Source: an optimization exercise on an open RTL-to-GDS flow (aim: small area, a short achievable clock period and few clock cycles). Production flows keep margins and buffers that such runs may drop. At most, simulation tests tie the RTL to the original design; equivalence was not proved. No activity file was given, so power comes from the tool's default toggle rates.

// bbt_feistel
module bbt_feistel (
    input  wire         clk,
    input  wire         rst,
    input  wire         cmd_valid,
    output wire         cmd_ready,
    input  wire [2:0]   cmd_op,
    input  wire [31:0]  cmd_arg,
    input  wire [31:0]  cmd_a,
    input  wire [31:0]  cmd_b,
    input  wire [127:0] cmd_fkey,
    output reg          done,
    output reg          err,
    output wire [31:0]  out_a,
    output wire [31:0]  out_b,
    output reg          emit,
    output reg  [12:0]  kr_raddr,
    input  wire [31:0]  kr_rdata,
    output reg          kr_we,
    output wire [12:0]  kr_waddr,
    output reg  [31:0]  kr_wdata
);
    localparam OP_KEY_COPY   = 3'd0;
    localparam OP_KEY_XOR    = 3'd1;
    localparam OP_DESCRAMBLE = 3'd2;
    localparam OP_BLOCK_ENC  = 3'd3;
    localparam OP_BLOCK_DEC  = 3'd4;
    localparam OP_SFUNC      = 3'd5;
    localparam OP_STREAM_BEG = 3'd6;
    localparam OP_STREAM_PR  = 3'd7;
    reg         s_wait;          
    reg         s_acc;           
    reg         s_chk;           
    reg         s_rnd;           
    reg         s_fin;           
  ...
Size in the first run: ~390 I/O pins, roughly 0.019 mm2 of cells after synthesis.
export LEC_CHECK = 0
export CAP_MARGIN = 20
export CORE_MARGIN = 2
export CORE_UTILIZATION = 40
export SETUP_SLACK_MARGIN = 5
export SLEW_MARGIN = 20
create_clock -name core_clock -period 8.0 [get_ports {clk}]
standard.sh (not shown) runs the stock make flow with config.mk's settings and CLKGATE_MAP_FILE= SYNTH_SCRIPT=/design/flow/synth_recipe.tcl, a recipe that flattens the netlist after the stock synthesis.
==> flow/flow/run.sh <==
#!/bin/bash
# Standard ORFS layout, with the port buffers made of the smallest buffer
# cell instead of the one buffer_ports picks by default.
set -euo pipefail
export BUFFER_PORTS_ARGS="-buffer_cell sky130_fd_sc_hd__buf_1"
bash standard.sh > standard.log 2>&1
Change:
- CAP_MARGIN: 20 -> 10
- CORE_UTILIZATION: 40 -> 60
- CTS_BUF_LIST: unset -> sky130_fd_sc_hd__clkbuf_8
- CTS_CLUSTER_DIAMETER: unset -> 80
- CTS_CLUSTER_SIZE: unset -> 14
- PLACE_DENSITY: unset -> 0.7
- SETUP_SLACK_MARGIN: 5 -> 4.4
- SLEW_MARGIN: 20 -> 10
Effect:
- sequential share of layout area came out higher by 4.1 points
- wire length came out lower by 12%
- register-to-register slack got worse by 0.51 ns
- total power came out lower by 19%
- area after synthesis stays the same
- final area came out lower by 13%
No run of this note included a check of the RTL's function; only the layout flow was run.

Another version of the RTL of bbt_feistel (not shown whole).
For scale: ~1,800 cells after synthesis, ~260 flip-flops, about 390 I/O pins, about 16,000 sq um of cells after synthesis.
==> flow/config.mk <==
export PLATFORM = sky130hd
export DESIGN_NAME = bbt_feistel
export DESIGN_NICKNAME = bbt_feistel
export VERILOG_FILES = /design/flow/design.v
export SDC_FILE = /design/flow/constraint.sdc
export NUM_CORES = 4
export LEC_CHECK = 0
export CAP_MARGIN = 10
export CORE_MARGIN = 2
export CORE_UTILIZATION = 60
export CTS_BUF_LIST = sky130_fd_sc_hd__clkbuf_8
export CTS_CLUSTER_DIAMETER = 80
export CTS_CLUSTER_SIZE = 14
export PLACE_DENSITY = 0.8
export SETUP_SLACK_MARGIN = 4.4
export SLEW_MARGIN = 10
==> flow/constraint.sdc <==
create_clock -name core_clock -period 8.0 [get_ports {clk}]
set_input_delay 1.6000 -clock core_clock [delete_from_list [all_inputs] [get_ports {clk}]]
set_output_delay 1.6000 -clock core_clock [all_outputs]
set_load 0.01 [all_outputs]
Scripts as last shown in full above: flow/flow/run.sh
The baseline completed without violations.
Testbench counts at the start, summed over its fixed seeds: cycles 420,510.
Rerun with:
Settings changed: CAP_MARGIN 10 to 20, CTS_CLUSTER_DIAMETER 80 to not set, CTS_CLUSTER_SIZE 14 to not set, PLACE_DENSITY 0.8 to 0.7, SETUP_SLACK_MARGIN 4.4 to 4, SLEW_MARGIN 10 to 20.
Result: The changed run finished with timing, DRC and antenna clean; via count went down by 0.83%; synthesized area does not change; total power went up by 16%; setup slack loses 0.31 ns; cell area went up by 0.66%.
Rerun with:
Settings changed: CAP_MARGIN 20 to 10, CTS_CLUSTER_DIAMETER set to 80, CTS_CLUSTER_SIZE set to 14, SETUP_SLACK_MARGIN 4 to 4.8, SLEW_MARGIN 20 to 10.
Result:
- power went down by 12%
- routed wire length went up by 6.9%
- final cell count went up by 2.2%
Rerun with:
Settings changed: CAP_MARGIN 10 to 20, CORE_UTILIZATION 60 to 40, CTS_BUF_LIST sky130_fd_sc_hd__clkbuf_8 to not set, CTS_CLUSTER_DIAMETER 80 to not set, CTS_CLUSTER_SIZE 14 to not set, PLACE_DENSITY 0.7 to not set, SETUP_SLACK_MARGIN 4.8 to 4, SLEW_MARGIN 10 to 20.
After rerunning: The changed run finished clean. Sequential share of layout area climbs by 1.8 points. Final area came out lower by a few percent. Cell count increases by a few percent. Setup slack is worse by 0.29 ns.

what the ideal ports hide:
Ports are ideal in the flow. The routed layouts listed here were re-timed in OpenROAD. Step 1 (the two cells are an assumption about what drives the block):
set clk [get_ports {clk}]
set_driving_cell -lib_cell sky130_fd_sc_hd__clkbuf_16 $clk
set_driving_cell -lib_cell sky130_fd_sc_hd__buf_2 [delete_from_list [all_inputs] $clk]
Step 2 moves the port delays by t, midway between the first and last clock arrival at a register: inputs arrive t later, outputs are due t later. That takes back most of the time a late clock gives input paths. Slacks: ideal ports / drivers / drivers and shift; pairs: ideal ports / drivers.
run | t (ns) | slack for setup (ns) | worst setup path after step 2 | latest minus earliest clock arrival (ns)
the first run of note 1 | 0.655 | 4.716 / 4.736 / 4.081 | input to register | 0.014 / 0.015
the second run of note 1 | 0.641 | 4.394 / 4.348 / 4.013 | input to register | 0.055 / 0.055
the first run of note 2 | 0.621 | 4.412 / 4.435 / 3.814 | input to register | 0.024 / 0.024
the second run of note 2 | 0.603 | 4.102 / 4.116 / 3.512 | input to register | 0.023 / 0.023
the third run of note 2 | 0.631 | 4.336 / 4.338 / 3.707 | input to register | 0.042 / 0.042
the fourth run of note 2 | 0.627 | 4.048 / 4.076 / 3.449 | input to register | 0.021 / 0.021
After both steps setup and hold are still met in every run listed. The setup slack of the first run of note 1, which loses most, moves by +0.020 ns with the drivers and by -0.635 ns with both steps.
